What follows belongs to an exercise in optimizing a design on an open flow for small area, a short achievable clock period and few clock cycles; a production flow would make more cautious choices.
Only simulation tests tie the RTL to the original design; equivalence was not proved.
Power and IR drop assume default switching activity.

## flow/config.mk

```make
export PLATFORM = sky130hd
export DESIGN_NAME = crc16_psa
export DESIGN_NICKNAME = crc16_psa
export VERILOG_FILES = /design/flow/design.v
export SDC_FILE = /design/flow/constraint.sdc
export NUM_CORES = 4
export LEC_CHECK = 0
export CAP_MARGIN = 20
export CORE_MARGIN = 2
export CORE_UTILIZATION = 40
export SLEW_MARGIN = 20
```

## flow/constraint.sdc

```tcl
create_clock -name core_clock -period 10.0 [get_ports {clk}]
set_input_delay 2.0000 -clock core_clock [delete_from_list [all_inputs] [get_ports {clk}]]
set_output_delay 2.0000 -clock core_clock [all_outputs]
set_load 0.01 [all_outputs]
```

## flow/design.v

```verilog
module crc16_psa (
    input  wire        clk,
    input  wire        rst,
    input  wire        host_req,
    input  wire        host_we,
    input  wire [3:0]  host_idx,
    input  wire [15:0] host_wdata,
    output reg         host_ack,
    output reg  [15:0] host_rdata,
    output reg         bus_req,
    output reg  [1:0]  bus_cmd,
    output reg  [7:0]  bus_wdata,
    input  wire        bus_ack,
    input  wire        bus_err,
    input  wire [7:0]  bus_rdata
);
    localparam [7:0] DEV_W = 8'hA0, DEV_R = 8'hA1;
    localparam [1:0] B_START = 2'd0, B_WRITE = 2'd1, B_READ = 2'd2, B_STOP = 2'd3;
    localparam [2:0] Q_IDLE = 3'd0, Q_START_W = 3'd1, Q_ADDR_HI = 3'd2, Q_ADDR_LO = 3'd3,
                     Q_WDATA = 3'd4, Q_START_R = 3'd5, Q_RDATA = 3'd6, Q_STOP = 3'd7;
    function [15:0] crc_step(input [15:0] a, input [7:0] b);
        reg [7:0] x;
        begin
            x = a[15:8] ^ b;
            x = x ^ {4'b0000, x[7:4]};
            crc_step = {a[7:0], 8'h00} ^ {x[3:0], 12'h000} ^ {3'b000, x, 5'b00000} ^ {8'h00, x};
        end
    endfunction
    reg [15:0] acc, addr, len, ptr;
    reg [7:0]  buf_mem [0:63];
    reg        e_bus, e_ill, e_busy, e_range;
    reg        s_we;
    reg [3:0]  s_idx;
    reg [15:0] s_wd;
    reg        s_busy;
    reg [2:0]  q;
    reg        q_read;
    reg        busy;         
    reg        settling;
    reg [4:0]  settle_cnt;
    reg [6:0]  ra;           
    reg        bw_pend;      
    reg [5:0]  bw_addr;
    reg [7:0]  rdata_r;
    reg [15:0] pref;
    reg [6:0]  plen;
    reg        pw_en;        
    reg [5:0]  pw_addr;
    reg [7:0]  pw_data;
    reg        eng, eng_ph;
    reg [7:0]  rbyte;
    reg        app2;         
    reg        store_ok;
    wire [7:0] rd_byte = buf_mem[ra[5:0]];
    wire       ptr_ok  = (ptr[15:6] == 10'd0);
    wire       zero    = (acc == 16'h0000);
    wire       stop_rd = bus_req && (q == Q_STOP) && q_read;
    always @(posedge clk) begin
        s_we  <= host_we;
        s_idx <= host_idx;
        s_wd  <= host_wdata;
        s_busy <= busy;
        rdata_r <= bus_rdata;
        if (rst)
            host_ack <= 1'b0;
        else
            host_ack <= host_req && !host_ack && !eng && !app2;
        if (host_idx[3])
            host_rdata <= 16'h0000;
        else case (host_idx[2:0])
            3'd0: host_rdata <= {8'h00, e_range, e_busy, e_ill, e_bus, 2'b00, zero,
                                 busy && !(stop_rd && bus_ack)};
            3'd2: host_rdata <= acc;
            3'd4: host_rdata <= addr;
            3'd5: host_rdata <= len;
            3'd6: host_rdata <= ptr;
            3'd7: host_rdata <= {8'h00, (busy || !ptr_ok) ? 8'h00 : rd_byte};
            default: host_rdata <= 16'h0000;
        endcase
    end
    wire c_init = (s_wd == 16'h0001);
    wire c_buf  = (s_wd == 16'h0002);
    wire c_app  = (s_wd == 16'h0003);
    wire c_stw  = (s_wd == 16'h0010);
    wire c_str  = (s_wd == 16'h0011);
    wire c_clr  = (s_wd == 16'h0020);
    wire hi_zero = (s_wd[15:8] == 8'h00);
    wire i_cmd = (s_idx == 4'd1), i_crc = (s_idx == 4'd3), i_addr = (s_idx == 4'd4),
         i_len = (s_idx == 4'd5), i_ptr = (s_idx == 4'd6), i_data = (s_idx == 4'd7);
    reg illegal;
    always @(*) begin
        if (s_idx[3])
            illegal = 1'b1;
        else if (!s_we)
            illegal = i_cmd || i_crc;
        else case (s_idx[2:0])
            3'd0, 3'd2: illegal = 1'b1;
            3'd1:       illegal = !(c_init || c_buf || c_app || c_stw || c_str || c_clr);
            3'd3, 3'd7: illegal = !hi_zero;
            default:    illegal = 1'b0;
        endcase
    end
    wire plain = !s_we && !s_idx[3] && (s_idx[2:0] == 3'd0 || s_idx[2:0] == 3'd2 ||
                                        s_idx[2:0] == 3'd4 || s_idx[2:0] == 3'd5 ||
                                        s_idx[2:0] == 3'd6);
    wire len_le64 = (len[15:7] == 9'd0) && (!len[6] || len[5:0] == 6'd0);
    wire len_le62 = (len[15:6] == 10'd0) && (len[5:1] != 5'b11111);
    wire range_bad = i_data ? !ptr_ok :
                     (s_we && i_cmd) ? ((c_buf && !len_le64) || (c_app && !len_le62) ||
                                        ((c_stw || c_str) && !store_ok)) : 1'b0;
    wire x      = host_ack && !rst;        
    wire x_ill  = x && illegal;
    wire x_bsy  = x && !illegal && s_busy && !plain;
    wire x_rng  = x && !illegal && !(s_busy && !plain) && range_bad;
    wire x_op   = x && !illegal && !(s_busy && !plain) && !range_bad;
    wire x_cmd  = x_op && s_we && i_cmd;
    wire x_dw   = x_op && s_we && i_data;
    wire x_dr   = x_op && !s_we && i_data;
    wire x_app  = x_cmd && c_app;
    wire x_crcb = x_cmd && c_buf;
    wire x_st   = x_cmd && (c_stw || c_str);
    wire x_clr  = x_cmd && c_clr;
    reg        w_en;
    reg [5:0]  w_addr;
    reg [7:0]  w_data;
    always @(*) begin
        w_en = 1'b0; w_addr = ptr[5:0]; w_data = s_wd[7:0];
        if (x_dw) begin
            w_en = 1'b1;
        end else if (x_app) begin
            w_en = 1'b1; w_addr = len[5:0]; w_data = acc[15:8];
        end else if (app2) begin
            w_en = 1'b1; w_addr = len[5:0] - 6'd1; w_data = acc[7:0];
        end else if (bw_pend) begin
            w_en = 1'b1; w_addr = bw_addr; w_data = rdata_r;
        end
    end
    always @(posedge clk) begin
        if (w_en)
            buf_mem[w_addr] <= w_data;
    end
    wire [15:0] acc_step = crc_step(acc, s_wd[7:0]);
    wire [6:0]  ptr_inc  = ptr[6:0] + 7'd1;
    always @(posedge clk) begin
        if (rst) begin
            acc <= 16'hFFFF; addr <= 16'h0000; len <= 16'h0000; ptr <= 16'h0000;
            e_ill <= 1'b0; e_busy <= 1'b0; e_range <= 1'b0;
            app2 <= 1'b0;
        end else begin
            app2 <= x_app;
            if (x_ill)  e_ill   <= 1'b1;
            if (x_bsy)  e_busy  <= 1'b1;
            if (x_rng)  e_range <= 1'b1;
            if (x_clr) begin e_ill <= 1'b0; e_busy <= 1'b0; e_range <= 1'b0; end
            if (x_op && s_we && i_crc) acc <= acc_step;
            if (x_cmd && c_init)       acc <= 16'hFFFF;
            if (x_crcb && len[6:0] == plen) acc <= pref;
            if (eng && plen == len[6:0]) acc <= pref;
            if (x_op && s_we && i_addr) addr <= s_wd;
            if (x_op && s_we && i_len)  len  <= s_wd;
            if (x_app)                  len  <= {9'd0, len[6:0] + 7'd2};
            if (x_op && s_we && i_ptr)  ptr  <= s_wd;
            if (x_dw || x_dr)           ptr  <= {9'd0, ptr_inc};
        end
    end
    always @(posedge clk)
        store_ok <= (len != 16'd0) && len_le64 && ({1'b0, addr} + {1'b0, len} <= 17'd32768);
    wire [15:0] pw_step = crc_step((pw_addr == plen[5:0] && !plen[6]) ? pref : 16'hFFFF, pw_data);
    wire [15:0] eng_step = crc_step(pref, rbyte);
    always @(posedge clk) begin
        pw_en   <= w_en && !rst;
        pw_addr <= w_addr;
        pw_data <= w_data;
        if (rst) begin
            pref <= 16'hFFFF; plen <= 7'd0;
            eng <= 1'b0; eng_ph <= 1'b0;
        end else begin
            if (pw_en) begin
                if ((pw_addr == plen[5:0] && !plen[6]) || pw_addr == 6'd0) begin
                    pref <= pw_step;
                    plen <= (pw_addr == 6'd0) ? 7'd1 : plen + 7'd1;
                end else if ({1'b0, pw_addr} < plen) begin
                    pref <= 16'hFFFF;
                    plen <= 7'd0;
                end
            end
            if (x_crcb && len[6:0] != plen) begin
                eng <= 1'b1;
                eng_ph <= 1'b0;
                if (len[6:0] < plen) begin
                    pref <= 16'hFFFF;
                    plen <= 7'd0;
                end
            end
            if (eng) begin
                if (plen == len[6:0]) begin
                    eng <= 1'b0;
                end else if (!eng_ph) begin
                    rbyte  <= rd_byte;
                    eng_ph <= 1'b1;
                end else begin
                    pref   <= eng_step;
                    plen   <= plen + 7'd1;
                    eng_ph <= 1'b0;
                end
            end
        end
    end
    wire done = bus_req && bus_ack;
    always @(posedge clk) begin
        if (rst) begin
            q <= Q_IDLE; q_read <= 1'b0;
            busy <= 1'b1; settling <= 1'b1; settle_cnt <= 5'd30;
            bus_req <= 1'b0; bus_cmd <= B_STOP; bus_wdata <= 8'h00;
            e_bus <= 1'b0; bw_pend <= 1'b0;
            ra <= 7'd0;
        end else begin
            bw_pend <= 1'b0;
            if (x_clr) e_bus <= 1'b0;
            if (settling) begin
                if (settle_cnt == 5'd0) begin
                    settling <= 1'b0;
                    busy <= 1'b0;
                end else
                    settle_cnt <= settle_cnt - 5'd1;
            end
            if (x_op && s_we && i_ptr)
                ra <= {1'b0, s_wd[5:0]};
            if (x_dw || x_dr)
                ra <= {1'b0, ptr_inc[5:0]};
            if (x_crcb && len[6:0] != plen)
                ra <= (len[6:0] < plen) ? 7'd0 : plen;
            if (eng && eng_ph)
                ra <= ra + 7'd1;
            if (eng && plen == len[6:0])
                ra <= {1'b0, ptr[5:0]};
            if (x_st) begin
                q <= Q_START_W; q_read <= c_str; busy <= 1'b1;
                bus_req <= 1'b1; bus_cmd <= B_START; bus_wdata <= DEV_W;
                ra <= 7'd0;
            end
            if (done) begin
                if (q == Q_STOP) begin
                    bus_req <= 1'b0;
                    q <= Q_IDLE;
                    ra <= {1'b0, ptr[5:0]};
                    if (q_read)
                        busy <= 1'b0;
                    else begin
                        settling <= 1'b1;
                        settle_cnt <= 5'd30;
                    end
                end else if (bus_err) begin
                    e_bus <= 1'b1;
                    q <= Q_STOP; bus_cmd <= B_STOP;
                end else begin
                    case (q)
                    Q_START_W: begin q <= Q_ADDR_HI; bus_cmd <= B_WRITE; bus_wdata <= addr[15:8]; end
                    Q_ADDR_HI: begin q <= Q_ADDR_LO; bus_cmd <= B_WRITE; bus_wdata <= addr[7:0]; end
                    Q_ADDR_LO: begin
                        if (q_read) begin
                            q <= Q_START_R; bus_cmd <= B_START; bus_wdata <= DEV_R;
                        end else begin
                            q <= Q_WDATA; bus_cmd <= B_WRITE; bus_wdata <= rd_byte;
                            ra <= ra + 7'd1;
                        end
                    end
                    Q_WDATA: begin
                        if (ra == len[6:0]) begin
                            q <= Q_STOP; bus_cmd <= B_STOP;
                        end else begin
                            bus_wdata <= rd_byte;
                            ra <= ra + 7'd1;
                        end
                    end
                    Q_START_R: begin q <= Q_RDATA; bus_cmd <= B_READ; end
                    default: begin  
                        bw_pend <= 1'b1;
                        bw_addr <= ra[5:0];
                        ra <= ra + 7'd1;
                        if (ra + 7'd1 == len[6:0]) begin
                            q <= Q_STOP; bus_cmd <= B_STOP;
                        end
                    end
                    endcase
                end
            end
        end
    end
endmodule
```

## flow/run.sh

```bash
#!/bin/bash
# synth_recipe.tcl (not shown) runs the flow's synth.tcl, then flattens the netlist and writes it again
# the make line also repeats each setting of config.mk as NAME=value (left out here)
make -C /OpenROAD-flow-scripts/flow DESIGN_CONFIG=/design/flow/config.mk WORK_HOME=/design/flow/orfs CLKGATE_MAP_FILE= SYNTH_SCRIPT=/design/flow/synth_recipe.tcl finish
```

==> flow_metrics.tcl, run 1 <==
set metrics [dict create \
    status "no timing/DRC/antenna violations" \
    grt_max_degree 133 \
    reg2reg_from "len[1]$_SDFFE_PP0P_" \
    maxSlewHeadroom_pct 25.59 \
    final_core_util_pct 46.01 \
    antenna_found_initial 0 \
    synth_top_area_share_pct 49.16 \
    nets 2657 \
    place_inst 3552 \
    drtPass1Iterations 6 \
    htree_levels 3 \
    synth_fp_nets 2632 \
    min_from "e_bus$_SDFF_PP0_" \
    r2r_setup_slack_ps 4860 \
    synthDistinctLibCells 93 \
    ant_nets 0 \
    hp-class "flip-flop to flip-flop" \
    area_growth_pct 13.48 \
    root_buffer "clkbuf_16" \
    hold_viol 0 \
    final_cells 3692 \
    async_flop_share_pct 0 \
    fin_crit_ps 5698 \
    worst-path-max-fanout 34 \
    fin_area_sq_um 36460 \
    clkSinkCount 713 \
    core_sq_um 79260 \
    die_w_microns 287.4 \
    dp.final_hpwl_mm 63.40 \
    tightest_slew_ps 1116 \
    syn_inst 2557 \
    drc_errors 0 \
    synth-seq-area-share_pct 60.81 \
    vias_per_cell 6.008 \
    grt_pass1_vias 21650 \
    cts_buffers 77 \
    power_uw 6282 \
    dpl_cell_area_sq_um 33830 \
    p_leak_uw 0.01162 \
    rsz0062_at_grt "no" \
    grt.busiest_layer "met2" \
    grt_usage_pct 22.86 \
    fin_tns_setup_ps 0 \
    cts_setup_buffers 0 \
    syn_area_per_cell_sq_um 12.57 \
    start_util_pct 40.54 \
    grt_pass1_wl_mm 141.7 \
    synth_area_leader_cell "edfxtp_1" \
    wl_per_cell_microns 25.91 \
    syn_area_sq_um 32130 \
    fp.dieArea_sq_um 82610 \
    drive_gt1_share_pct 10.98 \
    yosysMostFrequentCell "edfxtp_1" \
    max_cap_viol_count 0 \
    crit_type "input port to flip-flop" \
    slew_violations 0 \
    drt-initial-drc-count 2336 \
    synth_seq_cells 713 \
    overflow 0 \
    yosys-top-cells-count "526 x edfxtp_1, 251 x nor2_1, 229 x nand2_1" \
    required_ps 10250 \
    clk_pin_slew_ps 60 \
    clock_latency_ps 640 \
    num_vias 22180 \
    clk_path_buf_depth 3 \
    synth_area_leaders "edfxtp_1 49%, dfxtp_1 12%, mux4_2 5.7%" \
    cp-startpoint "rst" \
    yosysWarnings 1 \
    wl_mm 95.65 \
    cts_tree "built" \
    num_rows 103 \
    met3_usage_pct 4.008 \
    hold_buffers 0 \
    synth_flop_cell "edfxtp_1" \
    grtUsageMet1_pct 30.47 \
    gp_congestion 0.9354 \
    crit_path_start_kind "input port" \
    antennaDiodeCount 0 \
    timing.final.crit_share_pct 56.98 \
    critPathCaptureType "flip-flop" \
    die_h_microns 287.4 \
    met2_usage_pct 37.29 \
    worstPathArrival_ps 5950 \
    port_buffers 61 \
    timing.fmax_mhz 175.5 \
    pwr_density_cell_nw_per_um2 172.3 \
    io_pins 62 \
    cts_resized 0 \
    synth-edff-count 526 \
    finalSetupViolations 0 \
    vdd_drop_max_mv 0.1466 \
    finalClockSkew_ps 31.83 \
]
==> cells in the final DEF (no fill, tap or decap), types with 19 or more instances in the layout <==
cell,netlist,layout
clkbuf_16,0,81
mux4_2,82,82
a21oi_1,202,194
buf_4,3,33
clkdlybuf4s50_1,0,60
xor2_1,38,38
o21ai_0,85,85
nand2_1,229,229
nor3_1,29,29
o22ai_1,54,54
o221ai_1,54,54
a22oi_1,32,32
nor4_1,20,20
dfxtp_1,187,183
inv_1,42,42
nor2b_1,19,19
edfxtp_1,526,526
and2_1,20,20
nand3_1,42,42
mux2i_1,144,144
ha_1,40,40
nor2_1,251,251
xnor2_1,62,62
==> flip-flops by register name (all words and copies together) (netlist names), 8 cells and up <==
name,count
pref,16
rbyte,8
bus_wdata,8
buf_mem,512
s_wd,16
pw_data,8
host_rdata,16
acc,16
rdata_r,8
ptr,16
addr,16
len,16
==> through the flow <==
step           hold WS [ps]  worst slack (ps)
3_5_place_dp          448.9              3713
4_1_cts               458.2              4321
6_report              461.6              4302
5_1_grt               485.4              4191
3_3_place_gp          441.6              3944
2_1_floorplan         360.6              3874
==> logic make-up (layout without fill, tap and decap cells) <==
| family | after synthesis | count (layout) | synth area share (%) |
|---|---|---|---|
| buf+inv | 196 | 281 | 2.414 |
| fa+ha+maj | 41 | 41 | 1.620 |
| mux | 231 | 231 | 10.41 |
| simple gates | 687 | 687 | 9.988 |
| flops | 713 | 713 | 60.81 |
| xor+xnor | 103 | 103 | 2.940 |
| compound gates | 586 | 586 | 11.82 |
==> worst paths after layout <==
kind                                   to  cells after the start
hold reg to reg          e_bus$_SDFF_PP0_                      2
hold / removal           e_bus$_SDFF_PP0_                      2
setup / recovery  buf_mem[8][4]$_DFFE_PP_                     12
setup reg to reg  buf_mem[8][4]$_DFFE_PP_                     12
==> layer usage <==
| layer | part of all wire, % | up-vias | wire length [microns] |
|---|---|---|---|
| met1 | 42 | 11090 | 39710 |
| li1 | - | 9795 | - |
| met3 | 7.1 | 229 | 6795 |
| met4 | 4.0 | 0 | 3785 |
| met2 | 47 | 1064 | 45360 |
| met5 | 0 | - | 0 |
==> report_power, final <==
group | internal, uW | switching, uW
Clock | 1730 | 1210
Combinational | 46.2 | 104
Sequential | 3180 | 16.8
Total | 4960 | 1330
==> final cells by class <==
type | count | area [sq um]
clock buffers | 96 | 2083
clock inverters | 43 | 533.0
fillers | 7013 | 42790
inverters | 46 | 180.2
multi-input cells | 1648 | 11920
flip-flops and latches | 713 | 19550
well taps | 1050 | 1314
repair buffers | 96 | 888.4
==> worst max-delay path, stage by stage <==
cell,delay (ps)
buf_2,100
buf_4,240
nor3b_1,230
o21ai_0,140
a211oi_1,360
nand2_1,160
a2111oi_0,480
buf_4,220
o22ai_1,80
a31oi_2,520
nand3_1,620
nor2_1,770
Testbench counts, summed over its fixed seeds: cycles 53,607.
==> inputs of run 2 (changes only) <==
--- a/flow/config.mk
+++ b/flow/config.mk
@@ -6,6 +6,8 @@
 export NUM_CORES = 4
 export LEC_CHECK = 0
+export ABC_CLOCK_PERIOD_IN_PS = 2500
 export CAP_MARGIN = 20
 export CORE_MARGIN = 2
 export CORE_UTILIZATION = 40
+export SETUP_SLACK_MARGIN = 5
 export SLEW_MARGIN = 20
==> run 2 against run 1 <==
Synthesized cell count did not move. Synthesized area did not move. Sequential share of layout area fell by 0.95 points. Flip-flop and latch count did not move. Cell count rose by 0.22%. Largest cell class unchanged. Highest routed layer is now met5. Power fell by 2.3%.
==> flow_metrics.tcl, run 2 <==
set metrics [dict create \
    dpl_cell_area_sq_um 33830 \
    fp.dieArea_sq_um 82610 \
    syn_inst 2557 \
    drt-initial-drc-count 2625 \
    final_cell_mix "526 x edfxtp_1, 229 x nand2_1, 194 x a21oi_1" \
    synth_top_family_by_area "compound AO/OA/AOI/OAI gates" \
    hold_buffers 0 \
    slew_violations 0 \
    root_buffer "clkbuf_16" \
    seqCellArea_sq_um 19550 \
    grt_max_degree 140 \
    area_growth_pct 15.53 \
    grt.busiest_layer "met2" \
    worst-path-max-fanout 39 \
    port_buffers 61 \
    overflow 0 \
    grt_usage_pct 23.29 \
    comb_power_share_pct 2.4 \
    synthDistinctLibCells 93 \
    ant_nets 0 \
    drive_gt1_share_pct 14.19 \
    io_pins 62 \
    synth_top_area_share_pct 49.16 \
    rsz0062_at_grt "yes" \
    syn_area_sq_um 32130 \
    crit_type "input port to flip-flop" \
    synth-edff-count 526 \
    core_sq_um 79260 \
    clock_latency_ps 660 \
    fin_area_sq_um 37120 \
    cts_buffers 75 \
    num-fill-cells 6938 \
    pwr-share-seq_pct 52.1 \
    pwr-share-clk_pct 45.5 \
    clkSinkCount 713 \
    nets 2665 \
    grt_pass1_vias 21860 \
    antenna_found_initial 2 \
    final_common_cell "edfxtp_1" \
    max_cap_viol_count 0 \
    synth_fp_nets 2632 \
    clk_path_buf_depth 3 \
    power_uw 6141 \
    grtUsageMet1_pct 30.16 \
    r2r_cells 12 \
    finalClockSkew_ps 28.83 \
    hp-class "flip-flop to flip-flop" \
    maxSlewHeadroom_pct 24.90 \
    synth_flop_cell "edfxtp_1" \
    die_w_microns 287.4 \
    synth_fa_ha_area_share_pct 1.620 \
    status "no timing/DRC/antenna violations" \
    num_rows 103 \
    vias_per_cell 5.994 \
    htree_levels 3 \
    synth_seq_cells 713 \
    num_vias 22180 \
    async_flop_share_pct 0 \
    synth-xor-area-share_pct 2.940 \
    wl_mm 96.91 \
    vdd_drop_max_mv 0.1742 \
    pwr_density_cell_nw_per_um2 165.4 \
    fin_crit_ps 4866 \
    yosysWarnings 1 \
    dp.final_hpwl_mm 63.59 \
    synth_compound_area_share_pct 11.82 \
    multi_input_area_sq_um 12610 \
    die_h_microns 287.4 \
    timing.final.crit_share_pct 48.66 \
    hold_viol 0 \
    yosys-top-cells-count "526 x edfxtp_1, 251 x nor2_1, 229 x nand2_1" \
    worstPathArrival_ps 5190 \
    largest_reg_flops 512 \
    met3_usage_pct 4.468 \
    internal_power_uw 4816 \
    fin_tns_setup_ps 0 \
    crit_path_start_kind "input port" \
    yosysMostFrequentCell "edfxtp_1" \
    p_leak_uw 0.01162 \
    tightest_slew_ps 1126 \
    critPathCaptureType "flip-flop" \
    met2_usage_pct 37.96 \
    synthMuxAreaShare_pct 10.41 \
    required_ps 10320 \
    top_register "buf_mem" \
    synth_area_leaders "edfxtp_1 49%, dfxtp_1 12%, mux4_2 5.7%" \
    drtPass1Iterations 7 \
    synth-seq-area-share_pct 60.81 \
    synthSimpleGateAreaFrac_pct 9.988 \
    clk_pin_slew_ps 70 \
    start_util_pct 40.54 \
    timing.fmax_mhz 205.5 \
    wl_per_cell_microns 26.19 \
    drc_errors 0 \
    finalSetupViolations 0 \
    cts_tree "built" \
    gp_congestion 0.9072 \
    switching_share_pct 21.57 \
    synth_area_leader_cell "edfxtp_1" \
    switching_power_uw 1325 \
    syn_area_per_cell_sq_um 12.57 \
    hold_depth 0 \
    grt_pass1_wl_mm 143.2 \
]
==> run 2: cell count changes in the layout (fill, tap and decap cells not counted), sizes merged <==
cell and delta:
buf +9, inv -4, bufinv -3, clkinvlp +3
clkinv +2, diode +1
==> run 2: cell families after synthesis <==
family                     count (synthesis)
AOI/OAI and AO/OA                        586
DFF                                      713
xor gates and xnor gates                 103
adders and majority gates                 41
muxes                                    231
and+or+nand+nor                          687
buffers and inverters                    196
==> run 2: what timing repair did <==
action,CTS,global route
endpoints found under the setup margin,512,881
setup buffers,0,9
pin swaps,0,9
gates resized for setup,143,28
gates cloned,0,1
==> run 2: worst max-delay path, cell delays in order <==
cell        delay (ps)
buf_2              100
buf_4              270
nor3b_1            240
o21ai_0            170
a211oi_2           270
and2_2             280
o2111ai_4          290
mux2i_1            220
a21o_2             380
clkinvlp_4         260
nand3_2            330
nor2_4             360
==> run 2: layout make-up <==
type,count,area share (%)
Clock buffer,96,5.403
Sequential cell,713,52.66
Timing Repair inverter,1,0.01348
Antenna cell,1,0.006741
Multi-Input combinational cell,1648,33.98
Tap cell,1050,3.539
Timing Repair Buffer,105,2.703
Inverter,46,0.5056
Clock inverter,40,1.186
==> run 2: path summary, 6_finish.rpt <==
kind | from | endpoint | slack (ps)
setup / recovery | rst | buf_mem[53][4]$_DFFE_PP_ | 5130
hold / removal | busy$_SDFF_PP1_ | s_busy$_DFF_P_ | 440
setup reg to reg | len[0]$_SDFFE_PP0P_ | buf_mem[51][2]$_DFFE_PP_ | 5450
hold reg to reg | busy$_SDFF_PP1_ | s_busy$_DFF_P_ | 440
==> run 2: per-stage QoR <==
step | cells | util [%] | hold slack [ps] | setup slack [ps]
after floorplan | 2557 | - | 360.6 | 4771
after global placement | 3551 | 42.67 | 438.2 | 3962
after detailed placement | 3552 | 42.68 | 443.0 | 3921
after CTS | 3688 | 46.48 | 451.3 | 4880
after global routing | 3699 | 46.83 | 468.0 | 4957
final | 3700 | 46.84 | 439.4 | 5134
==> run 2: metal layers <==
layer | wire [microns] | up-vias
met5 | 30 | -
met4 | 4365 | 4
met3 | 7371 | 265
met2 | 46240 | 1022
met1 | 38910 | 11050
li1 | - | 9842
==> run 2: power groups by stage <==
| stage | Clock, uW | Sequential (uW) | Combinational [uW] |
|---|---|---|---|
| 2_1_floorplan | 0 | 3250 | 81.7 |
| 3_3_place_gp | 0 | 3260 | 147 |
| 3_5_place_dp | 0 | 3260 | 148 |
| 4_1_cts | 2830 | 3200 | 149 |
| 5_1_grt | 2950 | 3200 | 161 |
| 6_report | 2790 | 3200 | 150 |

## what the ideal ports hide
No port has a modelled driver above. Below, the same layouts with a new extraction and two added sets of constraints.
Step 1, drivers: a clkbuf_16 drives clk and a buf_2 each remaining input, both assumed.
Step 2 times the ports against the registers' clock, not the clock port: input delays grow and output delays shrink by t, the midpoint of the rising clock arrivals with the driver on.
Slacks: ideal / step 1 / step 2; pairs: ideal / step 1.
run | shift t [ns] | slack for setup (ns) | worst setup path at the end
run 1 | 0.691 | 4.302 / 4.351 / 3.660 | input to register
run 2 | 0.706 | 5.134 / 5.176 / 4.471 | input to register
After both steps setup and hold are still met in every run listed. The setup slack of run 2, which loses most, moves by +0.042 ns with the drivers and by -0.663 ns with both steps.
